Source: an optimization exercise on an open RTL-to-GDS flow (aim: small area, a short achievable clock period and few clock cycles). Production flows keep margins and buffers that such runs may drop.
Only simulation tests tie the RTL to the original design; equivalence was not proved.
Power and IR drop assume default switching activity.

--- flow/config.mk ---
export PLATFORM = sky130hd
export DESIGN_NAME = srsynth_voice
export DESIGN_NICKNAME = srsynth_voice
export VERILOG_FILES = /design/flow/design.v
export SDC_FILE = /design/flow/constraint.sdc
export NUM_CORES = 4
export LEC_CHECK = 0
export CAP_MARGIN = 40
export CORE_MARGIN = 2
export CORE_UTILIZATION = 35
export SLEW_MARGIN = 20
export SYNTH_MEMORY_MAX_BITS = 8192
--- flow/constraint.sdc ---
create_clock -name core_clock -period 22.0 [get_ports {clk}]
set_input_delay 4.4000 -clock core_clock [delete_from_list [all_inputs] [get_ports {clk}]]
set_output_delay 4.4000 -clock core_clock [all_outputs]
set_load 0.01 [all_outputs]
--- flow/design.v ---
module srsynth_fmul (
    input  wire [7:0]  v,
    output reg  [31:0] y
);
    reg [6:0] r, rot;
    reg [2:0] p;
    integer k;
    always @* begin
        if (v < 8'd127)      r = v[6:0];
        else if (v < 8'd254) r = v[6:0] - 7'd127;    
        else                 r = {6'd0, v[0]};
        p = 3'd0;
        for (k = 0; k < 7; k = k + 1)
            if (r[k]) p = k[2:0];
        case (p)
            3'd6: rot = r;
            3'd5: rot = {r[5:0], r[6]};
            3'd4: rot = {r[4:0], r[6:5]};
            3'd3: rot = {r[3:0], r[6:4]};
            3'd2: rot = {r[2:0], r[6:3]};
            3'd1: rot = {r[1:0], r[6:2]};
            default: rot = {r[0], r[6:1]};
        endcase
        if (v < 8'd127)
            y = {1'b0, 8'd119 + {5'd0, p}, rot[5:0], rot, rot, rot[6:4]} + {31'd0, rot[3]};
        else if (v < 8'd254)
            y = {1'b0, 8'd126, r, r, r, r[6:5]} + {31'd0, r[4]};
        else if (v[0])
            y = 32'h3F808102;
        else
            y = 32'h3F800000;
    end
endmodule
module srsynth_fdiv (
    input  wire        clk,
    input  wire        rst,
    input  wire        start,
    input  wire        op_div,    
    input  wire [31:0] a,
    input  wire        a_ez,
    input  wire        a_em,
    input  wire        a_fz,
    input  wire [31:0] b,
    output wire        ready,
    output reg         yv,
    output reg  [31:0] y
);
    localparam integer NQ = 26;    
    localparam [1:0] S_IDLE = 2'd0, S_NORM = 2'd1, S_ITER = 2'd2, S_RND = 2'd3;
    localparam [1:0] P_NONE = 2'd0, P_NAN = 2'd1, P_INF = 2'd2, P_ZERO = 2'd3;
    reg [1:0]         st;
    reg               dv;
    reg [23:0]        ma;        
    reg [25:0]        d3;        
    reg [25:0]        rr;        
    reg [NQ-1:0]      qq;
    reg signed [9:0]  ex;
    reg               sg;
    reg               stk;
    reg               fixed;
    reg [1:0]         spc;
    reg [4:0]         cnt;
    assign ready = (st == S_IDLE) || yv;
    wire [7:0]  ea = a[30:23], eb = b[30:23];
    wire [22:0] fa = a[22:0],  fb = b[22:0];
    wire b_ez = (eb == 8'h00);
    wire b_em = (eb == 8'hFF);
    wire b_fz = (fb == 23'd0);
    wire a_nan = a_em & ~a_fz, b_nan = b_em & ~b_fz;
    wire a_inf = a_em &  a_fz, b_inf = b_em &  b_fz;
    wire a_zero = a_ez & a_fz, b_zero = b_ez & b_fz;
    wire signed [9:0] xa = {2'b00, ea[7:1], ea[0] | a_ez};
    wire signed [9:0] xb = {2'b00, eb[7:1], eb[0] | b_ez};
    wire signed [9:0] kb = op_div ? 10'sd127 - xb : xb - 10'sd127;
    wire [23:0] mb = {~b_ez, fb};
    reg [1:0] spc_in;
    always @* begin
        if (op_div) begin
            if (a_nan | b_nan | (a_inf & b_inf) | (a_zero & b_zero)) spc_in = P_NAN;
            else if (a_inf | b_zero)                                  spc_in = P_INF;
            else if (a_zero | b_inf)                                  spc_in = P_ZERO;
            else                                                      spc_in = P_NONE;
        end else begin
            if (a_nan | b_nan | (a_inf & b_zero) | (b_inf & a_zero))  spc_in = P_NAN;
            else if (a_inf | b_inf)                                   spc_in = P_INF;
            else if (a_zero | b_zero)                                 spc_in = P_ZERO;
            else                                                      spc_in = P_NONE;
        end
    end
    reg [25:0]   r_t, r_1;
    reg [NQ-1:0] q_t, q_1;
    reg [26:0]   sx, t1, t2, t3, o3;
    reg [23:0]   rem;
    reg          g1, g2, g3;
    reg [1:0]    qd;
    integer i;
    always @* begin
        r_t = rr;
        q_t = qq;
        for (i = 0; i < 2; i = i + 1) begin
            sx = {1'b0, r_t};
            t1 = sx + ~{3'b000, ma} + 27'd1;
            t2 = sx + ~{2'b00, ma, 1'b0} + 27'd1;
            if (dv)
                o3 = ~{1'b0, d3};
            else
                case (qq[2*i+1 -: 2])
                    2'd0:    o3 = 27'd0;
                    2'd1:    o3 = {3'b000, ma};
                    2'd2:    o3 = {2'b00, ma, 1'b0};
                    default: o3 = {1'b0, d3};
                endcase
            t3 = sx + o3 + {26'd0, dv};
            g1 = ~t1[26];
            g2 = ~t2[26];
            g3 = ~t3[26];
            qd = {g2, g3 | (g1 & ~g2)};
            case (qd)
                2'd0:    rem = sx[23:0];
                2'd1:    rem = t1[23:0];
                2'd2:    rem = t2[23:0];
                default: rem = t3[23:0];
            endcase
            if (dv) begin
                r_t = {rem, 2'b00};
                q_t = {q_t[NQ-3:0], qd};
            end else begin
                r_t = {2'b00, t3[25:2]};
                q_t = {t3[1:0], q_t[NQ-1:2]};
            end
            if (i == 0) begin
                r_1 = r_t;
                q_1 = q_t;
            end
        end
    end
    wire          last = (st == S_ITER) && dv && (cnt == 5'd6);
    wire [25:0]   rs   = last ? r_1 : rr;
    wire [NQ-1:0] qs   = last ? q_1 : qq;
    wire lead = dv ? qs[NQ-1] : rr[23];
    wire ld   = fixed | lead;
    reg [23:0] mant;
    reg        g, s;
    reg signed [9:0] ee;
    reg        ru;
    wire zgone = dv ? (qq[NQ-1:1] == 25'd0) : ({rr[23:0], qq[NQ-1]} == 25'd0);
    always @* begin
        if (dv) begin
            if (ld) begin
                mant = qs[25:2];
                g    = qs[1];
                s    = qs[0];
            end else begin
                mant = qs[24:1];
                g    = qs[0];
                s    = 1'b0;
            end
            s = s | (rs != 26'd0) | stk;
        end else begin
            if (ld) begin
                mant = rr[23:0];
                g    = qq[NQ-1];
                s    = |qq[NQ-2:0];
            end else begin
                mant = {rr[22:0], qq[NQ-1]};
                g    = qq[NQ-2];
                s    = |qq[NQ-3:0];
            end
            s = s | stk;
        end
        if (fixed)
            ee = ex;
        else if (dv)
            ee = lead ? ex : ex - 10'sd1;
        else
            ee = lead ? ex + 10'sd1 : ex;
        ru = g & (s | mant[0]);
        yv = 1'b0;
        if (st == S_RND || last)
            yv = (spc != P_NONE) || (ee >= 10'sd1) || (fixed && zgone);
        case (spc)
            P_NAN:   y = 32'h7FC00000;
            P_INF:   y = {sg, 8'hFF, 23'd0};
            P_ZERO:  y = {sg, 31'd0};
            default: begin
                if (ee >= 10'sd255)
                    y = {sg, 8'hFF, 23'd0};
                else
                    y = {sg, mant[23] ? ee[7:0] : 8'd0, mant[22:0]} + {31'd0, ru};
            end
        endcase
    end
    always @(posedge clk) begin
        if (rst) begin
            st <= S_IDLE;
        end else if (start && ready) begin
            dv    <= op_div;
            sg    <= a[31] ^ b[31];
            spc   <= spc_in;
            stk   <= 1'b0;
            fixed <= 1'b0;
            cnt   <= 5'd0;
            ma    <= mb;
            d3    <= {2'b00, mb} + {1'b0, mb, 1'b0};
            ex    <= xa + kb;
            if (op_div) begin
                rr <= {1'b0, ~a_ez, fa, 1'b0};
                qq <= {NQ{1'b0}};
            end else begin
                rr <= 26'd0;
                qq <= {{(NQ-24){1'b0}}, ~a_ez, fa};
            end
            if (spc_in != P_NONE)
                st <= S_RND;
            else if (a_ez | b_ez)
                st <= S_NORM;
            else
                st <= S_ITER;
        end else begin
            case (st)
                S_NORM: begin
                    if (!ma[23]) begin
                        ma <= ma << 1;
                        d3 <= d3 << 1;
                    end
                    if (dv) begin
                        if (!rr[24]) rr <= rr << 1;
                        ex <= ex + {9'd0, ~ma[23]} - {9'd0, ~rr[24]};
                        if (ma[23] && rr[24]) st <= S_ITER;
                    end else begin
                        if (!qq[23]) qq[23:0] <= qq[23:0] << 1;
                        ex <= ex - {9'd0, ~ma[23]} - {9'd0, ~qq[23]};
                        if (ma[23] && qq[23]) st <= S_ITER;
                    end
                end
                S_ITER: begin
                    rr  <= last ? r_1 : r_t;
                    qq  <= last ? q_1 : q_t;
                    cnt <= cnt + 5'd1;
                    if (last)
                        st <= yv ? S_IDLE : S_RND;
                    else if (!dv && cnt == 5'd5)
                        st <= S_RND;
                end
                S_RND: begin
                    if (yv) begin
                        st <= S_IDLE;
                    end else if (!fixed) begin
                        fixed <= 1'b1;
                        ex    <= ee;
                        if (!lead) begin
                            if (dv) qq <= qq << 1;
                            else    {rr[23:0], qq} <= {rr[23:0], qq} << 1;
                        end
                    end else begin
                        ex  <= ex + 10'sd1;
                        stk <= stk | qq[0];
                        if (dv) qq <= qq >> 1;
                        else    {rr[23:0], qq} <= {rr[23:0], qq} >> 1;
                    end
                end
                default: ;
            endcase
        end
    end
endmodule
module srsynth_freq_rom (
    input  wire [7:0]  note,
    output wire [31:0] freq,
    output wire [31:0] t2
);
    reg [7:0]  fe, te;
    reg [3:0]  r;
    reg [2:0]  fd, td;
    reg [22:0] fb, tb;
    always @* begin
        case (note)
            8'd0: begin fe = 8'd130; te = 8'd132; r = 4'd0; fd = 3'd0; td = 3'd0; end
            8'd1: begin fe = 8'd130; te = 8'd132; r = 4'd1; fd = 3'd3; td = 3'd5; end
            8'd2: begin fe = 8'd130; te = 8'd132; r = 4'd2; fd = 3'd0; td = 3'd0; end
            8'd3: begin fe = 8'd130; te = 8'd132; r = 4'd3; fd = 3'd0; td = 3'd0; end
            8'd4: begin fe = 8'd130; te = 8'd133; r = 4'd4; fd = 3'd4; td = 3'd3; end
            8'd5: begin fe = 8'd130; te = 8'd133; r = 4'd5; fd = 3'd0; td = 3'd0; end
            8'd6: begin fe = 8'd130; te = 8'd133; r = 4'd6; fd = 3'd0; td = 3'd0; end
            8'd7: begin fe = 8'd130; te = 8'd133; r = 4'd7; fd = 3'd4; td = 3'd3; end
            8'd8: begin fe = 8'd130; te = 8'd133; r = 4'd8; fd = 3'd0; td = 3'd0; end
            8'd9: begin fe = 8'd130; te = 8'd133; r = 4'd9; fd = 3'd0; td = 3'd0; end
            8'd10: begin fe = 8'd130; te = 8'd133; r = 4'd10; fd = 3'd6; td = 3'd5; end
            8'd11: begin fe = 8'd130; te = 8'd133; r = 4'd11; fd = 3'd0; td = 3'd0; end
            8'd12: begin fe = 8'd131; te = 8'd133; r = 4'd0; fd = 3'd0; td = 3'd0; end
            8'd13: begin fe = 8'd131; te = 8'd133; r = 4'd1; fd = 3'd3; td = 3'd5; end
            8'd14: begin fe = 8'd131; te = 8'd133; r = 4'd2; fd = 3'd0; td = 3'd0; end
            8'd15: begin fe = 8'd131; te = 8'd133; r = 4'd3; fd = 3'd0; td = 3'd0; end
            8'd16: begin fe = 8'd131; te = 8'd134; r = 4'd4; fd = 3'd4; td = 3'd3; end
            8'd17: begin fe = 8'd131; te = 8'd134; r = 4'd5; fd = 3'd0; td = 3'd0; end
            8'd18: begin fe = 8'd131; te = 8'd134; r = 4'd6; fd = 3'd0; td = 3'd0; end
            8'd19: begin fe = 8'd131; te = 8'd134; r = 4'd7; fd = 3'd4; td = 3'd3; end
            8'd20: begin fe = 8'd131; te = 8'd134; r = 4'd8; fd = 3'd0; td = 3'd0; end
            8'd21: begin fe = 8'd131; te = 8'd134; r = 4'd9; fd = 3'd0; td = 3'd0; end
            8'd22: begin fe = 8'd131; te = 8'd134; r = 4'd10; fd = 3'd2; td = 3'd2; end
            8'd23: begin fe = 8'd131; te = 8'd134; r = 4'd11; fd = 3'd4; td = 3'd4; end
            8'd24: begin fe = 8'd132; te = 8'd134; r = 4'd0; fd = 3'd0; td = 3'd0; end
            8'd25: begin fe = 8'd132; te = 8'd134; r = 4'd1; fd = 3'd2; td = 3'd4; end
            8'd26: begin fe = 8'd132; te = 8'd134; r = 4'd2; fd = 3'd2; td = 3'd3; end
            8'd27: begin fe = 8'd132; te = 8'd134; r = 4'd3; fd = 3'd0; td = 3'd0; end
            8'd28: begin fe = 8'd132; te = 8'd135; r = 4'd4; fd = 3'd2; td = 3'd1; end
            8'd29: begin fe = 8'd132; te = 8'd135; r = 4'd5; fd = 3'd1; td = 3'd1; end
            8'd30: begin fe = 8'd132; te = 8'd135; r = 4'd6; fd = 3'd0; td = 3'd0; end
            8'd31: begin fe = 8'd132; te = 8'd135; r = 4'd7; fd = 3'd1; td = 3'd1; end
            8'd32: begin fe = 8'd132; te = 8'd135; r = 4'd8; fd = 3'd3; td = 3'd2; end
            8'd33: begin fe = 8'd132; te = 8'd135; r = 4'd9; fd = 3'd0; td = 3'd0; end
            8'd34: begin fe = 8'd132; te = 8'd135; r = 4'd10; fd = 3'd2; td = 3'd2; end
            8'd35: begin fe = 8'd132; te = 8'd135; r = 4'd11; fd = 3'd4; td = 3'd4; end
            8'd36: begin fe = 8'd133; te = 8'd135; r = 4'd0; fd = 3'd0; td = 3'd0; end
            8'd37: begin fe = 8'd133; te = 8'd135; r = 4'd1; fd = 3'd2; td = 3'd4; end
            8'd38: begin fe = 8'd133; te = 8'd135; r = 4'd2; fd = 3'd2; td = 3'd3; end
            8'd39: begin fe = 8'd133; te = 8'd135; r = 4'd3; fd = 3'd0; td = 3'd0; end
            8'd40: begin fe = 8'd133; te = 8'd136; r = 4'd4; fd = 3'd2; td = 3'd1; end
            8'd41: begin fe = 8'd133; te = 8'd136; r = 4'd5; fd = 3'd1; td = 3'd1; end
            8'd42: begin fe = 8'd133; te = 8'd136; r = 4'd6; fd = 3'd0; td = 3'd0; end
            8'd43: begin fe = 8'd133; te = 8'd136; r = 4'd7; fd = 3'd1; td = 3'd1; end
            8'd44: begin fe = 8'd133; te = 8'd136; r = 4'd8; fd = 3'd3; td = 3'd2; end
            8'd45: begin fe = 8'd133; te = 8'd136; r = 4'd9; fd = 3'd0; td = 3'd0; end
            8'd46: begin fe = 8'd133; te = 8'd136; r = 4'd10; fd = 3'd4; td = 3'd4; end
            8'd47: begin fe = 8'd133; te = 8'd136; r = 4'd11; fd = 3'd2; td = 3'd2; end
            8'd48: begin fe = 8'd134; te = 8'd136; r = 4'd0; fd = 3'd0; td = 3'd0; end
            8'd49: begin fe = 8'd134; te = 8'd136; r = 4'd1; fd = 3'd3; td = 3'd5; end
            8'd50: begin fe = 8'd134; te = 8'd136; r = 4'd2; fd = 3'd1; td = 3'd1; end
            8'd51: begin fe = 8'd134; te = 8'd136; r = 4'd3; fd = 3'd0; td = 3'd0; end
            8'd52: begin fe = 8'd134; te = 8'd137; r = 4'd4; fd = 3'd3; td = 3'd2; end
            8'd53: begin fe = 8'd134; te = 8'd137; r = 4'd5; fd = 3'd1; td = 3'd1; end
            8'd54: begin fe = 8'd134; te = 8'd137; r = 4'd6; fd = 3'd0; td = 3'd0; end
            8'd55: begin fe = 8'd134; te = 8'd137; r = 4'd7; fd = 3'd3; td = 3'd3; end
            8'd56: begin fe = 8'd134; te = 8'd137; r = 4'd8; fd = 3'd2; td = 3'd1; end
            8'd57: begin fe = 8'd134; te = 8'd137; r = 4'd9; fd = 3'd0; td = 3'd0; end
            8'd58: begin fe = 8'd134; te = 8'd137; r = 4'd10; fd = 3'd2; td = 3'd2; end
            8'd59: begin fe = 8'd134; te = 8'd137; r = 4'd11; fd = 3'd2; td = 3'd2; end
            8'd60: begin fe = 8'd135; te = 8'd137; r = 4'd0; fd = 3'd0; td = 3'd0; end
            8'd61: begin fe = 8'd135; te = 8'd137; r = 4'd1; fd = 3'd3; td = 3'd5; end
            8'd62: begin fe = 8'd135; te = 8'd137; r = 4'd2; fd = 3'd1; td = 3'd1; end
            8'd63: begin fe = 8'd135; te = 8'd137; r = 4'd3; fd = 3'd0; td = 3'd0; end
            8'd64: begin fe = 8'd135; te = 8'd138; r = 4'd4; fd = 3'd3; td = 3'd2; end
            8'd65: begin fe = 8'd135; te = 8'd138; r = 4'd5; fd = 3'd1; td = 3'd1; end
            8'd66: begin fe = 8'd135; te = 8'd138; r = 4'd6; fd = 3'd0; td = 3'd0; end
            8'd67: begin fe = 8'd135; te = 8'd138; r = 4'd7; fd = 3'd2; td = 3'd2; end
            8'd68: begin fe = 8'd135; te = 8'd138; r = 4'd8; fd = 3'd2; td = 3'd1; end
            8'd69: begin fe = 8'd135; te = 8'd138; r = 4'd9; fd = 3'd0; td = 3'd0; end
            8'd70: begin fe = 8'd135; te = 8'd138; r = 4'd10; fd = 3'd4; td = 3'd4; end
            8'd71: begin fe = 8'd135; te = 8'd138; r = 4'd11; fd = 3'd2; td = 3'd2; end
            8'd72: begin fe = 8'd136; te = 8'd138; r = 4'd0; fd = 3'd0; td = 3'd0; end
            8'd73: begin fe = 8'd136; te = 8'd138; r = 4'd1; fd = 3'd3; td = 3'd5; end
            8'd74: begin fe = 8'd136; te = 8'd138; r = 4'd2; fd = 3'd1; td = 3'd1; end
            8'd75: begin fe = 8'd136; te = 8'd138; r = 4'd3; fd = 3'd0; td = 3'd0; end
            8'd76: begin fe = 8'd136; te = 8'd139; r = 4'd4; fd = 3'd3; td = 3'd2; end
            8'd77: begin fe = 8'd136; te = 8'd139; r = 4'd5; fd = 3'd1; td = 3'd1; end
            8'd78: begin fe = 8'd136; te = 8'd139; r = 4'd6; fd = 3'd0; td = 3'd0; end
            8'd79: begin fe = 8'd136; te = 8'd139; r = 4'd7; fd = 3'd2; td = 3'd2; end
            8'd80: begin fe = 8'd136; te = 8'd139; r = 4'd8; fd = 3'd2; td = 3'd1; end
            8'd81: begin fe = 8'd136; te = 8'd139; r = 4'd9; fd = 3'd0; td = 3'd0; end
            8'd82: begin fe = 8'd136; te = 8'd139; r = 4'd10; fd = 3'd4; td = 3'd4; end
            8'd83: begin fe = 8'd136; te = 8'd139; r = 4'd11; fd = 3'd2; td = 3'd2; end
            8'd84: begin fe = 8'd137; te = 8'd139; r = 4'd0; fd = 3'd0; td = 3'd0; end
            8'd85: begin fe = 8'd137; te = 8'd139; r = 4'd1; fd = 3'd3; td = 3'd5; end
            8'd86: begin fe = 8'd137; te = 8'd139; r = 4'd2; fd = 3'd1; td = 3'd1; end
            8'd87: begin fe = 8'd137; te = 8'd139; r = 4'd3; fd = 3'd0; td = 3'd0; end
            8'd88: begin fe = 8'd137; te = 8'd140; r = 4'd4; fd = 3'd3; td = 3'd2; end
            8'd89: begin fe = 8'd137; te = 8'd140; r = 4'd5; fd = 3'd1; td = 3'd1; end
            8'd90: begin fe = 8'd137; te = 8'd140; r = 4'd6; fd = 3'd0; td = 3'd0; end
            8'd91: begin fe = 8'd137; te = 8'd140; r = 4'd7; fd = 3'd3; td = 3'd3; end
            8'd92: begin fe = 8'd137; te = 8'd140; r = 4'd8; fd = 3'd2; td = 3'd1; end
            8'd93: begin fe = 8'd137; te = 8'd140; r = 4'd9; fd = 3'd0; td = 3'd0; end
            8'd94: begin fe = 8'd137; te = 8'd140; r = 4'd10; fd = 3'd2; td = 3'd2; end
            8'd95: begin fe = 8'd137; te = 8'd140; r = 4'd11; fd = 3'd4; td = 3'd4; end
            8'd96: begin fe = 8'd138; te = 8'd140; r = 4'd0; fd = 3'd0; td = 3'd0; end
            8'd97: begin fe = 8'd138; te = 8'd140; r = 4'd1; fd = 3'd2; td = 3'd4; end
            8'd98: begin fe = 8'd138; te = 8'd140; r = 4'd2; fd = 3'd2; td = 3'd3; end
            8'd99: begin fe = 8'd138; te = 8'd140; r = 4'd3; fd = 3'd0; td = 3'd0; end
            8'd100: begin fe = 8'd138; te = 8'd141; r = 4'd4; fd = 3'd2; td = 3'd1; end
            8'd101: begin fe = 8'd138; te = 8'd141; r = 4'd5; fd = 3'd1; td = 3'd1; end
            8'd102: begin fe = 8'd138; te = 8'd141; r = 4'd6; fd = 3'd0; td = 3'd0; end
            8'd103: begin fe = 8'd138; te = 8'd141; r = 4'd7; fd = 3'd1; td = 3'd1; end
            8'd104: begin fe = 8'd138; te = 8'd141; r = 4'd8; fd = 3'd3; td = 3'd2; end
            8'd105: begin fe = 8'd138; te = 8'd141; r = 4'd9; fd = 3'd0; td = 3'd0; end
            8'd106: begin fe = 8'd138; te = 8'd141; r = 4'd10; fd = 3'd2; td = 3'd2; end
            8'd107: begin fe = 8'd138; te = 8'd141; r = 4'd11; fd = 3'd4; td = 3'd4; end
            8'd108: begin fe = 8'd139; te = 8'd141; r = 4'd0; fd = 3'd0; td = 3'd0; end
            8'd109: begin fe = 8'd139; te = 8'd141; r = 4'd1; fd = 3'd2; td = 3'd4; end
            8'd110: begin fe = 8'd139; te = 8'd141; r = 4'd2; fd = 3'd2; td = 3'd3; end
            8'd111: begin fe = 8'd139; te = 8'd141; r = 4'd3; fd = 3'd0; td = 3'd0; end
            8'd112: begin fe = 8'd139; te = 8'd142; r = 4'd4; fd = 3'd2; td = 3'd1; end
            8'd113: begin fe = 8'd139; te = 8'd142; r = 4'd5; fd = 3'd1; td = 3'd1; end
            8'd114: begin fe = 8'd139; te = 8'd142; r = 4'd6; fd = 3'd0; td = 3'd0; end
            8'd115: begin fe = 8'd139; te = 8'd142; r = 4'd7; fd = 3'd1; td = 3'd1; end
            8'd116: begin fe = 8'd139; te = 8'd142; r = 4'd8; fd = 3'd3; td = 3'd2; end
            8'd117: begin fe = 8'd139; te = 8'd142; r = 4'd9; fd = 3'd0; td = 3'd0; end
            8'd118: begin fe = 8'd139; te = 8'd142; r = 4'd10; fd = 3'd6; td = 3'd5; end
            8'd119: begin fe = 8'd139; te = 8'd142; r = 4'd11; fd = 3'd0; td = 3'd0; end
            8'd120: begin fe = 8'd140; te = 8'd142; r = 4'd0; fd = 3'd0; td = 3'd0; end
            8'd121: begin fe = 8'd140; te = 8'd142; r = 4'd1; fd = 3'd3; td = 3'd5; end
            8'd122: begin fe = 8'd140; te = 8'd142; r = 4'd2; fd = 3'd0; td = 3'd0; end
            8'd123: begin fe = 8'd140; te = 8'd142; r = 4'd3; fd = 3'd0; td = 3'd0; end
            8'd124: begin fe = 8'd140; te = 8'd143; r = 4'd4; fd = 3'd4; td = 3'd3; end
            8'd125: begin fe = 8'd140; te = 8'd143; r = 4'd5; fd = 3'd0; td = 3'd0; end
            8'd126: begin fe = 8'd140; te = 8'd143; r = 4'd6; fd = 3'd0; td = 3'd0; end
            8'd127: begin fe = 8'd140; te = 8'd143; r = 4'd7; fd = 3'd4; td = 3'd3; end
            8'd128: begin fe = 8'd140; te = 8'd143; r = 4'd8; fd = 3'd0; td = 3'd0; end
            8'd129: begin fe = 8'd140; te = 8'd143; r = 4'd9; fd = 3'd0; td = 3'd0; end
            8'd130: begin fe = 8'd140; te = 8'd143; r = 4'd10; fd = 3'd6; td = 3'd5; end
            8'd131: begin fe = 8'd140; te = 8'd143; r = 4'd11; fd = 3'd0; td = 3'd0; end
            8'd132: begin fe = 8'd141; te = 8'd143; r = 4'd0; fd = 3'd0; td = 3'd0; end
            8'd133: begin fe = 8'd141; te = 8'd143; r = 4'd1; fd = 3'd3; td = 3'd5; end
            8'd134: begin fe = 8'd141; te = 8'd143; r = 4'd2; fd = 3'd0; td = 3'd0; end
            8'd135: begin fe = 8'd141; te = 8'd143; r = 4'd3; fd = 3'd0; td = 3'd0; end
            8'd136: begin fe = 8'd141; te = 8'd144; r = 4'd4; fd = 3'd4; td = 3'd3; end
            8'd137: begin fe = 8'd141; te = 8'd144; r = 4'd5; fd = 3'd0; td = 3'd0; end
            8'd138: begin fe = 8'd141; te = 8'd144; r = 4'd6; fd = 3'd0; td = 3'd0; end
            8'd139: begin fe = 8'd141; te = 8'd144; r = 4'd7; fd = 3'd4; td = 3'd3; end
            8'd140: begin fe = 8'd141; te = 8'd144; r = 4'd8; fd = 3'd0; td = 3'd0; end
            8'd141: begin fe = 8'd141; te = 8'd144; r = 4'd9; fd = 3'd0; td = 3'd0; end
            8'd142: begin fe = 8'd141; te = 8'd144; r = 4'd10; fd = 3'd6; td = 3'd5; end
            8'd143: begin fe = 8'd141; te = 8'd144; r = 4'd11; fd = 3'd0; td = 3'd0; end
            8'd144: begin fe = 8'd142; te = 8'd144; r = 4'd0; fd = 3'd0; td = 3'd0; end
            8'd145: begin fe = 8'd142; te = 8'd144; r = 4'd1; fd = 3'd3; td = 3'd5; end
            8'd146: begin fe = 8'd142; te = 8'd144; r = 4'd2; fd = 3'd0; td = 3'd0; end
            8'd147: begin fe = 8'd142; te = 8'd144; r = 4'd3; fd = 3'd0; td = 3'd0; end
            8'd148: begin fe = 8'd142; te = 8'd145; r = 4'd4; fd = 3'd4; td = 3'd3; end
            8'd149: begin fe = 8'd142; te = 8'd145; r = 4'd5; fd = 3'd0; td = 3'd0; end
            8'd150: begin fe = 8'd142; te = 8'd145; r = 4'd6; fd = 3'd0; td = 3'd0; end
            8'd151: begin fe = 8'd142; te = 8'd145; r = 4'd7; fd = 3'd4; td = 3'd3; end
            8'd152: begin fe = 8'd142; te = 8'd145; r = 4'd8; fd = 3'd0; td = 3'd0; end
            8'd153: begin fe = 8'd142; te = 8'd145; r = 4'd9; fd = 3'd0; td = 3'd0; end
            8'd154: begin fe = 8'd142; te = 8'd145; r = 4'd10; fd = 3'd6; td = 3'd5; end
            8'd155: begin fe = 8'd142; te = 8'd145; r = 4'd11; fd = 3'd0; td = 3'd0; end
            8'd156: begin fe = 8'd143; te = 8'd145; r = 4'd0; fd = 3'd0; td = 3'd0; end
            8'd157: begin fe = 8'd143; te = 8'd145; r = 4'd1; fd = 3'd3; td = 3'd5; end
            8'd158: begin fe = 8'd143; te = 8'd145; r = 4'd2; fd = 3'd0; td = 3'd0; end
            8'd159: begin fe = 8'd143; te = 8'd145; r = 4'd3; fd = 3'd0; td = 3'd0; end
            8'd160: begin fe = 8'd143; te = 8'd146; r = 4'd4; fd = 3'd4; td = 3'd3; end
            8'd161: begin fe = 8'd143; te = 8'd146; r = 4'd5; fd = 3'd0; td = 3'd0; end
            8'd162: begin fe = 8'd143; te = 8'd146; r = 4'd6; fd = 3'd0; td = 3'd0; end
            8'd163: begin fe = 8'd143; te = 8'd146; r = 4'd7; fd = 3'd4; td = 3'd3; end
            8'd164: begin fe = 8'd143; te = 8'd146; r = 4'd8; fd = 3'd0; td = 3'd0; end
            8'd165: begin fe = 8'd143; te = 8'd146; r = 4'd9; fd = 3'd0; td = 3'd0; end
            8'd166: begin fe = 8'd143; te = 8'd146; r = 4'd10; fd = 3'd0; td = 3'd0; end
            8'd167: begin fe = 8'd143; te = 8'd146; r = 4'd11; fd = 3'd5; td = 3'd4; end
            8'd168: begin fe = 8'd144; te = 8'd146; r = 4'd0; fd = 3'd0; td = 3'd0; end
            8'd169: begin fe = 8'd144; te = 8'd146; r = 4'd1; fd = 3'd0; td = 3'd0; end
            8'd170: begin fe = 8'd144; te = 8'd146; r = 4'd2; fd = 3'd3; td = 3'd4; end
            8'd171: begin fe = 8'd144; te = 8'd146; r = 4'd3; fd = 3'd0; td = 3'd0; end
            8'd172: begin fe = 8'd144; te = 8'd147; r = 4'd4; fd = 3'd0; td = 3'd0; end
            8'd173: begin fe = 8'd144; te = 8'd147; r = 4'd5; fd = 3'd3; td = 3'd2; end
            8'd174: begin fe = 8'd144; te = 8'd147; r = 4'd6; fd = 3'd0; td = 3'd0; end
            8'd175: begin fe = 8'd144; te = 8'd147; r = 4'd7; fd = 3'd0; td = 3'd0; end
            8'd176: begin fe = 8'd144; te = 8'd147; r = 4'd8; fd = 3'd6; td = 3'd5; end
            8'd177: begin fe = 8'd144; te = 8'd147; r = 4'd9; fd = 3'd0; td = 3'd0; end
            8'd178: begin fe = 8'd144; te = 8'd147; r = 4'd10; fd = 3'd0; td = 3'd0; end
            8'd179: begin fe = 8'd144; te = 8'd147; r = 4'd11; fd = 3'd5; td = 3'd4; end
            8'd180: begin fe = 8'd145; te = 8'd147; r = 4'd0; fd = 3'd0; td = 3'd0; end
            8'd181: begin fe = 8'd145; te = 8'd147; r = 4'd1; fd = 3'd0; td = 3'd0; end
            8'd182: begin fe = 8'd145; te = 8'd147; r = 4'd2; fd = 3'd3; td = 3'd4; end
            8'd183: begin fe = 8'd145; te = 8'd147; r = 4'd3; fd = 3'd0; td = 3'd0; end
            8'd184: begin fe = 8'd145; te = 8'd148; r = 4'd4; fd = 3'd0; td = 3'd0; end
            8'd185: begin fe = 8'd145; te = 8'd148; r = 4'd5; fd = 3'd3; td = 3'd2; end
            8'd186: begin fe = 8'd145; te = 8'd148; r = 4'd6; fd = 3'd0; td = 3'd0; end
            8'd187: begin fe = 8'd145; te = 8'd148; r = 4'd7; fd = 3'd0; td = 3'd0; end
            8'd188: begin fe = 8'd145; te = 8'd148; r = 4'd8; fd = 3'd6; td = 3'd5; end
            8'd189: begin fe = 8'd145; te = 8'd148; r = 4'd9; fd = 3'd0; td = 3'd0; end
            8'd190: begin fe = 8'd145; te = 8'd148; r = 4'd10; fd = 3'd0; td = 3'd0; end
            8'd191: begin fe = 8'd145; te = 8'd148; r = 4'd11; fd = 3'd5; td = 3'd4; end
            8'd192: begin fe = 8'd146; te = 8'd148; r = 4'd0; fd = 3'd0; td = 3'd0; end
            8'd193: begin fe = 8'd146; te = 8'd148; r = 4'd1; fd = 3'd0; td = 3'd0; end
            8'd194: begin fe = 8'd146; te = 8'd148; r = 4'd2; fd = 3'd3; td = 3'd4; end
            8'd195: begin fe = 8'd146; te = 8'd148; r = 4'd3; fd = 3'd0; td = 3'd0; end
            8'd196: begin fe = 8'd146; te = 8'd149; r = 4'd4; fd = 3'd0; td = 3'd0; end
            8'd197: begin fe = 8'd146; te = 8'd149; r = 4'd5; fd = 3'd3; td = 3'd2; end
            8'd198: begin fe = 8'd146; te = 8'd149; r = 4'd6; fd = 3'd0; td = 3'd0; end
            8'd199: begin fe = 8'd146; te = 8'd149; r = 4'd7; fd = 3'd0; td = 3'd0; end
            8'd200: begin fe = 8'd146; te = 8'd149; r = 4'd8; fd = 3'd6; td = 3'd5; end
            8'd201: begin fe = 8'd146; te = 8'd149; r = 4'd9; fd = 3'd0; td = 3'd0; end
            8'd202: begin fe = 8'd146; te = 8'd149; r = 4'd10; fd = 3'd0; td = 3'd0; end
            8'd203: begin fe = 8'd146; te = 8'd149; r = 4'd11; fd = 3'd5; td = 3'd4; end
            8'd204: begin fe = 8'd147; te = 8'd149; r = 4'd0; fd = 3'd0; td = 3'd0; end
            8'd205: begin fe = 8'd147; te = 8'd149; r = 4'd1; fd = 3'd0; td = 3'd0; end
            8'd206: begin fe = 8'd147; te = 8'd149; r = 4'd2; fd = 3'd3; td = 3'd4; end
            8'd207: begin fe = 8'd147; te = 8'd149; r = 4'd3; fd = 3'd0; td = 3'd0; end
            8'd208: begin fe = 8'd147; te = 8'd150; r = 4'd4; fd = 3'd0; td = 3'd0; end
            8'd209: begin fe = 8'd147; te = 8'd150; r = 4'd5; fd = 3'd3; td = 3'd2; end
            8'd210: begin fe = 8'd147; te = 8'd150; r = 4'd6; fd = 3'd0; td = 3'd0; end
            8'd211: begin fe = 8'd147; te = 8'd150; r = 4'd7; fd = 3'd0; td = 3'd0; end
            8'd212: begin fe = 8'd147; te = 8'd150; r = 4'd8; fd = 3'd6; td = 3'd5; end
            8'd213: begin fe = 8'd147; te = 8'd150; r = 4'd9; fd = 3'd0; td = 3'd0; end
            8'd214: begin fe = 8'd147; te = 8'd150; r = 4'd10; fd = 3'd0; td = 3'd0; end
            8'd215: begin fe = 8'd147; te = 8'd150; r = 4'd11; fd = 3'd5; td = 3'd4; end
            8'd216: begin fe = 8'd148; te = 8'd150; r = 4'd0; fd = 3'd0; td = 3'd0; end
            8'd217: begin fe = 8'd148; te = 8'd150; r = 4'd1; fd = 3'd0; td = 3'd0; end
            8'd218: begin fe = 8'd148; te = 8'd150; r = 4'd2; fd = 3'd3; td = 3'd4; end
            8'd219: begin fe = 8'd148; te = 8'd150; r = 4'd3; fd = 3'd0; td = 3'd0; end
            8'd220: begin fe = 8'd148; te = 8'd151; r = 4'd4; fd = 3'd0; td = 3'd0; end
            8'd221: begin fe = 8'd148; te = 8'd151; r = 4'd5; fd = 3'd3; td = 3'd2; end
            8'd222: begin fe = 8'd148; te = 8'd151; r = 4'd6; fd = 3'd0; td = 3'd0; end
            8'd223: begin fe = 8'd148; te = 8'd151; r = 4'd7; fd = 3'd0; td = 3'd0; end
            8'd224: begin fe = 8'd148; te = 8'd151; r = 4'd8; fd = 3'd6; td = 3'd5; end
            8'd225: begin fe = 8'd148; te = 8'd151; r = 4'd9; fd = 3'd0; td = 3'd0; end
            8'd226: begin fe = 8'd148; te = 8'd151; r = 4'd10; fd = 3'd0; td = 3'd0; end
            8'd227: begin fe = 8'd148; te = 8'd151; r = 4'd11; fd = 3'd5; td = 3'd4; end
            8'd228: begin fe = 8'd149; te = 8'd151; r = 4'd0; fd = 3'd0; td = 3'd0; end
            8'd229: begin fe = 8'd149; te = 8'd151; r = 4'd1; fd = 3'd0; td = 3'd0; end
            8'd230: begin fe = 8'd149; te = 8'd151; r = 4'd2; fd = 3'd3; td = 3'd4; end
            8'd231: begin fe = 8'd149; te = 8'd151; r = 4'd3; fd = 3'd0; td = 3'd0; end
            8'd232: begin fe = 8'd149; te = 8'd152; r = 4'd4; fd = 3'd0; td = 3'd0; end
            8'd233: begin fe = 8'd149; te = 8'd152; r = 4'd5; fd = 3'd3; td = 3'd2; end
            8'd234: begin fe = 8'd149; te = 8'd152; r = 4'd6; fd = 3'd0; td = 3'd0; end
            8'd235: begin fe = 8'd149; te = 8'd152; r = 4'd7; fd = 3'd0; td = 3'd0; end
            8'd236: begin fe = 8'd149; te = 8'd152; r = 4'd8; fd = 3'd6; td = 3'd5; end
            8'd237: begin fe = 8'd149; te = 8'd152; r = 4'd9; fd = 3'd0; td = 3'd0; end
            8'd238: begin fe = 8'd149; te = 8'd152; r = 4'd10; fd = 3'd0; td = 3'd0; end
            8'd239: begin fe = 8'd149; te = 8'd152; r = 4'd11; fd = 3'd5; td = 3'd4; end
            8'd240: begin fe = 8'd150; te = 8'd152; r = 4'd0; fd = 3'd0; td = 3'd0; end
            8'd241: begin fe = 8'd150; te = 8'd152; r = 4'd1; fd = 3'd0; td = 3'd0; end
            8'd242: begin fe = 8'd150; te = 8'd152; r = 4'd2; fd = 3'd3; td = 3'd4; end
            8'd243: begin fe = 8'd150; te = 8'd152; r = 4'd3; fd = 3'd0; td = 3'd0; end
            8'd244: begin fe = 8'd150; te = 8'd153; r = 4'd4; fd = 3'd0; td = 3'd0; end
            8'd245: begin fe = 8'd150; te = 8'd153; r = 4'd5; fd = 3'd3; td = 3'd2; end
            8'd246: begin fe = 8'd150; te = 8'd153; r = 4'd6; fd = 3'd0; td = 3'd0; end
            8'd247: begin fe = 8'd150; te = 8'd153; r = 4'd7; fd = 3'd0; td = 3'd0; end
            8'd248: begin fe = 8'd150; te = 8'd153; r = 4'd8; fd = 3'd6; td = 3'd5; end
            8'd249: begin fe = 8'd150; te = 8'd153; r = 4'd9; fd = 3'd0; td = 3'd0; end
            8'd250: begin fe = 8'd150; te = 8'd153; r = 4'd10; fd = 3'd0; td = 3'd0; end
            8'd251: begin fe = 8'd150; te = 8'd153; r = 4'd11; fd = 3'd5; td = 3'd4; end
            8'd252: begin fe = 8'd151; te = 8'd153; r = 4'd0; fd = 3'd0; td = 3'd0; end
            8'd253: begin fe = 8'd151; te = 8'd153; r = 4'd1; fd = 3'd0; td = 3'd0; end
            8'd254: begin fe = 8'd151; te = 8'd153; r = 4'd2; fd = 3'd3; td = 3'd4; end
            8'd255: begin fe = 8'd151; te = 8'd153; r = 4'd3; fd = 3'd0; td = 3'd0; end
            default: begin fe = 8'd0; te = 8'd0; r = 4'd0; fd = 3'd0; td = 3'd0; end
        endcase
        case (r)
            4'd0: begin fb = 23'h02D012; tb = 23'h4D7AF0; end
            4'd1: begin fb = 23'h0A975E; tb = 23'h59B2DC; end
            4'd2: begin fb = 23'h12D516; tb = 23'h66A4CD; end
            4'd3: begin fb = 23'h1B9041; tb = 23'h745BCB; end
            4'd4: begin fb = 23'h24D051; tb = 23'h0171C5; end
            4'd5: begin fb = 23'h2E9D36; tb = 23'h092440; end
            4'd6: begin fb = 23'h38FF49; tb = 23'h114BE6; end
            4'd7: begin fb = 23'h43FF68; tb = 23'h19EFAC; end
            4'd8: begin fb = 23'h4FA6FE; tb = 23'h2316FA; end
            4'd9: begin fb = 23'h5C0000; tb = 23'h2CC9A0; end
            4'd10: begin fb = 23'h6914F3; tb = 23'h370FE2; end
            4'd11: begin fb = 23'h76F10E; tb = 23'h41F28F; end
            default: begin fb = 23'h000000; tb = 23'h000000; end
        endcase
    end
    assign freq = {1'b0, fe, fb + {20'd0, fd}};
    assign t2   = {1'b0, te, tb + {20'd0, td}};
endmodule
module srsynth_voice (
    input  wire        clk,
    input  wire        rst,
    input  wire        cmd_valid,
    output wire        cmd_ready,
    input  wire [1:0]  cmd_op,
    input  wire [31:0] cmd_a,
    input  wire [31:0] cmd_b,
    input  wire        cmd_env,
    output reg         done,
    output reg  [31:0] sample_rate,
    output reg  [31:0] attack_s,
    output reg  [31:0] release_s,
    output reg         env_en,
    output reg  [7:0]  active,
    output reg  [31:0] freq,
    output reg  [31:0] peak,
    output reg  [31:0] inc,
    output reg  [31:0] slope
);
    localparam [31:0] F_ZERO    = 32'h00000000;
    localparam [31:0] F_ONE     = 32'h3F800000;
    localparam [31:0] F_M_ONE   = 32'hBF800000;
    localparam [31:0] F_10MS    = 32'h3C23D70A;
    localparam [2:0] S_IDLE = 3'd0,
                     S_INC  = 3'd2,    
                     S_MUL  = 3'd3,    
                     S_SDIV = 3'd4;    
    reg [2:0]  state;
    reg [7:0]  vel_r;
    reg        neg;         
    reg [31:0] slp_o;       
    reg        sk;          
    reg        sv;          
    reg        ov;          
    assign cmd_ready = (state == S_IDLE);
    wire [3:0] nib = cmd_a[23:20];
    wire [7:0] d1  = cmd_a[15:8];
    wire [7:0] d2  = cmd_a[7:0];
    wire is_off = (nib == 4'h8) || (nib == 4'h9 && d2 == 8'd0);
    wire is_on  = (nib == 4'h9) && (d2 != 8'd0);
    wire [31:0] rom_freq, rom_t2, pk;
    srsynth_freq_rom u_rom (.note(d1), .freq(rom_freq), .t2(rom_t2));
    srsynth_fmul u_pk (.v(vel_r), .y(pk));
    reg         u_start, u_div;
    reg  [31:0] u_a, u_b;
    reg         u_aez, u_aem, u_afz;
    wire        u_ready, u_yv;
    wire [31:0] u_y;
    srsynth_fdiv u_fpu (
        .clk(clk), .rst(rst), .start(u_start), .op_div(u_div),
        .a(u_a), .a_ez(u_aez), .a_em(u_aem), .a_fz(u_afz), .b(u_b),
        .ready(u_ready), .yv(u_yv), .y(u_y)
    );
    wire acc = cmd_valid && cmd_ready;
    wire on_go   = acc && cmd_op == 2'd2 && is_on;
    wire off_go  = acc && cmd_op == 2'd2 && !is_on && is_off && d1 == active;
    wire rel_hit = (sv && sk) || (ov && !sk);
    wire atk_hit = (sv && !sk) || (ov && sk);
    wire atk_ez = (attack_s[30:23] == 8'h00),  atk_em = (attack_s[30:23] == 8'hFF);
    wire rel_ez = (release_s[30:23] == 8'h00), rel_em = (release_s[30:23] == 8'hFF);
    wire atk_fz = (attack_s[22:0] == 23'd0),   rel_fz = (release_s[22:0] == 23'd0);
    always @* begin
        u_start = 1'b0;
        u_div   = 1'b1;
        u_a     = rom_t2;
        u_b     = sample_rate;
        u_aez   = 1'b0;    
        u_aem   = 1'b0;
        u_afz   = 1'b0;
        case (state)
            S_IDLE: begin
                if (on_go) begin
                    u_start = 1'b1;
                end else if (off_go && !rel_hit) begin
                    u_start = 1'b1;
                    u_div   = 1'b0;
                    u_a     = release_s;
                    u_aez   = rel_ez;
                    u_aem   = rel_em;
                    u_afz   = rel_fz;
                end
            end
            S_INC: begin
                if (u_yv && !atk_hit) begin
                    u_start = 1'b1;
                    u_div   = 1'b0;
                    u_a     = attack_s;
                    u_aez   = atk_ez;
                    u_aem   = atk_em;
                    u_afz   = atk_fz;
                end
            end
            S_MUL: begin
                u_start = u_yv;
                u_a     = neg ? F_M_ONE : F_ONE;
                u_afz   = 1'b1;
                u_b     = u_y;
            end
            default: ;
        endcase
    end
    always @(posedge clk) begin
        if (rst) begin
            state       <= S_IDLE;
            done        <= 1'b0;
            sample_rate <= F_ZERO;
            attack_s    <= F_10MS;
            release_s   <= F_10MS;
            env_en      <= 1'b1;
            active      <= 8'd0;
            freq        <= F_ZERO;
            peak        <= F_ZERO;
            inc         <= F_ZERO;
            slope       <= F_ZERO;
            vel_r       <= 8'd0;
            neg         <= 1'b0;
            sk          <= 1'b0;
            sv          <= 1'b0;
            ov          <= 1'b0;
        end else begin
            done <= 1'b0;
            case (state)
                S_IDLE: begin
                    if (cmd_valid) begin
                        case (cmd_op)
                            2'd0: begin
                                sample_rate <= cmd_a;
                                active      <= 8'd0;
                                freq        <= F_ZERO;
                                peak        <= F_ZERO;
                                inc         <= F_ZERO;
                                slope       <= F_ZERO;
                                sv          <= 1'b0;
                                ov          <= 1'b0;
                                done        <= 1'b1;
                            end
                            2'd1: begin
                                env_en    <= cmd_env;
                                attack_s  <= cmd_a;
                                release_s <= cmd_b;
                                sv        <= 1'b0;
                                ov        <= 1'b0;
                                done      <= 1'b1;
                            end
                            2'd2: begin
                                if (is_on) begin
                                    active <= d1;
                                    vel_r  <= d2;
                                    freq   <= rom_freq;
                                    state  <= S_INC;
                                end else if (is_off && d1 == active) begin
                                    active <= 8'd0;
                                    if (rel_hit) begin
                                        if (!(sv && sk)) begin
                                            slope <= slp_o;
                                            slp_o <= slope;
                                            sk    <= 1'b1;
                                            sv    <= 1'b1;
                                            ov    <= sv;
                                        end
                                        done <= 1'b1;
                                    end else begin
                                        neg   <= 1'b1;
                                        state <= S_MUL;
                                    end
                                end else begin
                                    done <= 1'b1;
                                end
                            end
                            default: done <= 1'b1;
                        endcase
                    end
                end
                S_INC: begin
                    if (u_yv) begin
                        inc  <= u_y;
                        peak <= pk;
                        if (atk_hit) begin
                            if (!(sv && !sk)) begin
                                slope <= slp_o;
                                slp_o <= slope;
                                sk    <= 1'b0;
                                sv    <= 1'b1;
                                ov    <= sv;
                            end
                            done  <= 1'b1;
                            state <= S_IDLE;
                        end else begin
                            neg   <= 1'b0;
                            state <= S_MUL;
                        end
                    end
                end
                S_MUL: if (u_yv) state <= S_SDIV;
                S_SDIV: begin
                    if (u_yv) begin
                        slope <= u_y;
                        if (sk != neg) begin
                            slp_o <= slope;
                            ov    <= sv;
                        end
                        sk    <= neg;
                        sv    <= 1'b1;
                        done  <= 1'b1;
                        state <= S_IDLE;
                    end
                end
                default: state <= S_IDLE;
            endcase
        end
    end
endmodule
--- flow/run.sh ---
#!/bin/bash
# synth_recipe.tcl (not shown) runs the flow's synth.tcl, then flattens the netlist and writes it again
# the make line also repeats each setting of config.mk as NAME=value (left out here)
make -C /OpenROAD-flow-scripts/flow DESIGN_CONFIG=/design/flow/config.mk WORK_HOME=/design/flow/orfs CLKGATE_MAP_FILE= SYNTH_SCRIPT=/design/flow/synth_recipe.tcl finish
==> flow_metrics.py <==
metrics = {
    "run_status": {
        "status": "complete, no violations",
    },
    "cts": {
        "cts_resized": 0,
        "clk_root_buffer_cell": "clkbuf_16",
        "htreeDepth": 2,
        "cts.sinks": 402,
        "clk_path_buf_depth": 3,
        "tritoncts": "yes",
        "post-cts-setup-buffers": 0,
        "cts-buffers-inserted": 48,
        "clk_pin_slew_ps": 70,
        "clk_latency_ps": 630,
        "cts_hold_buf": 0,
    },
    "sta": {
        "fmaxAchievable_mhz": 89.5,
        "worst_pin_slew_ps": 1030,
        "maxSlewViolCount": 0,
        "period_needed_ps": 11170,
        "hold_violations": 0,
        "clock_skew_ps": 31.7,
        "max_slew_margin": 0.309,
        "rsz0062_at_grt": "false",
        "finalSetupTns_ps": 0,
        "post-route-period-util": 0.508,
        "setup_viol": 0,
    },
    "power": {
        "p_leak_nw": 17.2,
        "p_per_area_nw_per_um2": 43.0,
        "ir_worst_vdd_v": 0.0000571,
    },
    "logic_synthesis": {
        "yosys-top-cells-count": "714 x nand2_1, 520 x nor2_1, 490 x a21oi_1",
        "synthXorXnorAreaFrac": 0.0547,
        "yosys.area.top_type": "dfxtp_1",
        "synthFlopType": "dfxtp_1",
        "ys_seq_area_frac": 0.247,
        "synth_top_area_share": 0.127,
        "synthArstFlopShare": 0,
        "avgSynthCellArea_um2": 7.36,
        "synth_cells": 5285,
        "ys_ff_latch": 402,
        "ys_warn_count": 4,
        "synth_area_leaders": "dfxtp_1 13%, edfxtp_1 12%, ha_1 8.5%",
        "synthAdderAreaFrac": 0.0920,
        "synthSimpleGateAreaFrac": 0.225,
        "synth_top_family_by_area": "compound AO/OA/AOI/OAI gates",
        "synth-edff-count": 155,
        "muxShareOfSynthArea": 0.0268,
        "synth_area_um2": 38900,
        "yosys.cell_count.top_type": "nand2_1",
        "ys_types": 107,
        "synth_compound_area_frac": 0.300,
    },
    "worst_hold_path": {
        "hold_path_class": "register to register",
    },
    "setup_path": {
        "cp_common_cell": "o21ai_0",
        "cp_slowest_cell": "or4b_2",
        "worstSetupPathType": "register to register",
        "crit_path_max_incr_delay_ps": 680,
        "end_kind": "register",
        "worstPathRequired_ps": 22320,
        "arrival_ps": 11490,
        "critPathLaunchType": "register",
        "worstPathMaxFanout": 48,
    },
    "finish": {
        "fin_nets": 5759,
        "syn2layout_area_growth_pct": 16.2,
        "post-route-util": 0.409,
        "n_fill_cell": 11300,
        "stdcell_count": 6943,
        "drive_gt1_frac": 0.0629,
    },
    "place": {
        "dpl.cell_count": 6839,
        "io_buffers": 300,
        "hpwl_um": 135000,
        "gp_congestion": 1.02,
    },
    "detailed_routing": {
        "drt_first_pass_iters": 7,
        "drtAntennaViolNets": 0,
        "wl_per_cell_um": 26.0,
        "drc": 0,
        "drt-vias-per-instance": 6.22,
        "finalWirelength_um": 180000,
        "dr.first_iter.drc_count": 5763,
        "num_vias": 43200,
    },
    "grt": {
        "grt_max_degree": 186,
        "track_usage": 0.304,
        "grt-ovfl-total": 0,
        "grt_pass1_wl_um": 263000,
        "grt_pass1_vias": 39500,
        "antenna_found_initial": 10,
    },
    "run": {
        "drv_cap": 0,
    },
    "floorplan": {
        "die_w_um": 337,
        "ios": 305,
        "num_rows": 122,
        "start_util": 0.352,
        "core-area_um2": 110000,
        "die_h_um": 337,
        "die-area_um2": 114000,
    },
}
==> stage by stage <==
stage	total power, mW	hold slack, ps	instance area [um^2]	setup WS [ps]
final	1.94	458	45200	10830
after CTS	1.94	455	45100	10960
after floorplan	1.01	466	38900	10590
after global routing	2.00	471	45200	10060
after global placement	1.13	433	43200	11130
after detailed placement	1.13	435	43500	10990
==> kinds of logic (layout without fill, tap and decap cells) <==
logic type / Yosys count / after routing
compound gates: 1801 / 1801
buf+inv: 555 / 717
xor+xnor: 243 / 243
simple gates: 1911 / 1911
mux: 94 / 94
fa+ha+maj: 278 / 278
flops: 402 / 402
other cells: 1 / 9
==> worst max-delay path: cells and delay by family (launching register included) <==
family | cells | cell delay (ps)
xor gates and xnor gates | 1 | 130
AOI/OAI and AO/OA | 23 | 5380
DFF | 1 | 320
and+or+nand+nor | 7 | 3140
adders and majority gates | 2 | 530
muxes | 1 | 280
buffers and inverters | 4 | 1010
==> cell type report <==
type | count | area, um^2 | area share
multi-input cells | 4331 | 27300 | 0.604
clock buffers | 69 | 1390 | 0.0308
clock inverters | 20 | 183 | 0.00404
flip-flops and latches | 402 | 9600 | 0.212
diodes | 5 | 12.5 | 0.000277
repair buffers | 445 | 4140 | 0.0916
inverters | 183 | 689 | 0.0153
well taps | 1488 | 1860 | 0.0412
==> state kept, by name (all words and copies together), names as in the netlist, 10 cells and up <==
name	flops
attack_s	32
freq	29
inc	32
peak	31
release_s	32
sample_rate	32
slope	32
slp_o	32
u_fpu.d3	26
u_fpu.ex	10
u_fpu.ma	24
u_fpu.qq	26
u_fpu.rr	26
==> worst paths after layout <==
path | startpoint | endpoint | slack (ps) | cells after the start
setup reg to reg | u_fpu.qq[0] | u_fpu.d3[24] | 10830 | 38
setup / recovery | u_fpu.qq[0] | u_fpu.d3[24] | 10830 | 38
hold / removal | slope[13] | slp_o[13] | 460 | 0
hold reg to reg | slope[13] | slp_o[13] | 460 | 0
==> layer usage <==
metal  vias up  track usage  share of wire
li1      19700            -              -
met1     20700        0.403           0.41
met2      2367        0.483           0.45
met3       420       0.0488          0.086
met4         8        0.136          0.051
met5         -            0        0.00032
==> cell usage in the layout, fill, tap and decap left out, types with 34 or more instances in the layout <==
cell type        count
nand2_1            713
nor2_1             512
a21oi_1            488
o21ai_0            402
clkdlybuf4s50_1    294
ha_1               265
dfxtp_1            247
inv_1              177
nand3_1            163
edfxtp_1           155
xnor2_1            145
buf_4              112
nor3_1             110
a31oi_1            108
a22oi_1            105
xor2_1              98
a211oi_1            83
a21o_1              75
nand2b_1            71
mux2i_1             64
a221oi_1            60
o211ai_1            57
nor4_1              49
clkbuf_16           49
and3_1              47
o22ai_1             44
nor2b_1             39
or3_1               37
o31ai_1             35
and2_1              34
o21a_1              34
==> power by group <==
group / switching [mW] / internal (mW)
clock network: 0.358 / 0.457
logic: 0.205 / 0.121
registers: 0.0198 / 0.781
Testbench counts, summed over its fixed seeds: cycles 20,890.

-- re-timing with driven ports --
No port has a modelled driver above. Below, the same layout with a new extraction and two added sets of constraints.
Step 1, drivers: a clkbuf_16 drives clk and a buf_2 each remaining input, both assumed.
Step 2 also shifts input and output timing later by t, the mid clock arrival at the registers, as if the neighbouring blocks saw the same clock.
Slacks: no drivers / after step 1 / after step 2; pairs: no drivers / after step 1.
t (ns): 0.688
setup slack, ns: 10.831 / 10.831 / 10.831
hold WS [ns]: 0.458 / 0.458 / 0.458
slew at the worst register clock pin (ns): 0.07 / 0.07
After both steps setup and hold are still met in this run. The setup slack of this run moves by 0.000 ns with the drivers and by 0.000 ns with both steps.
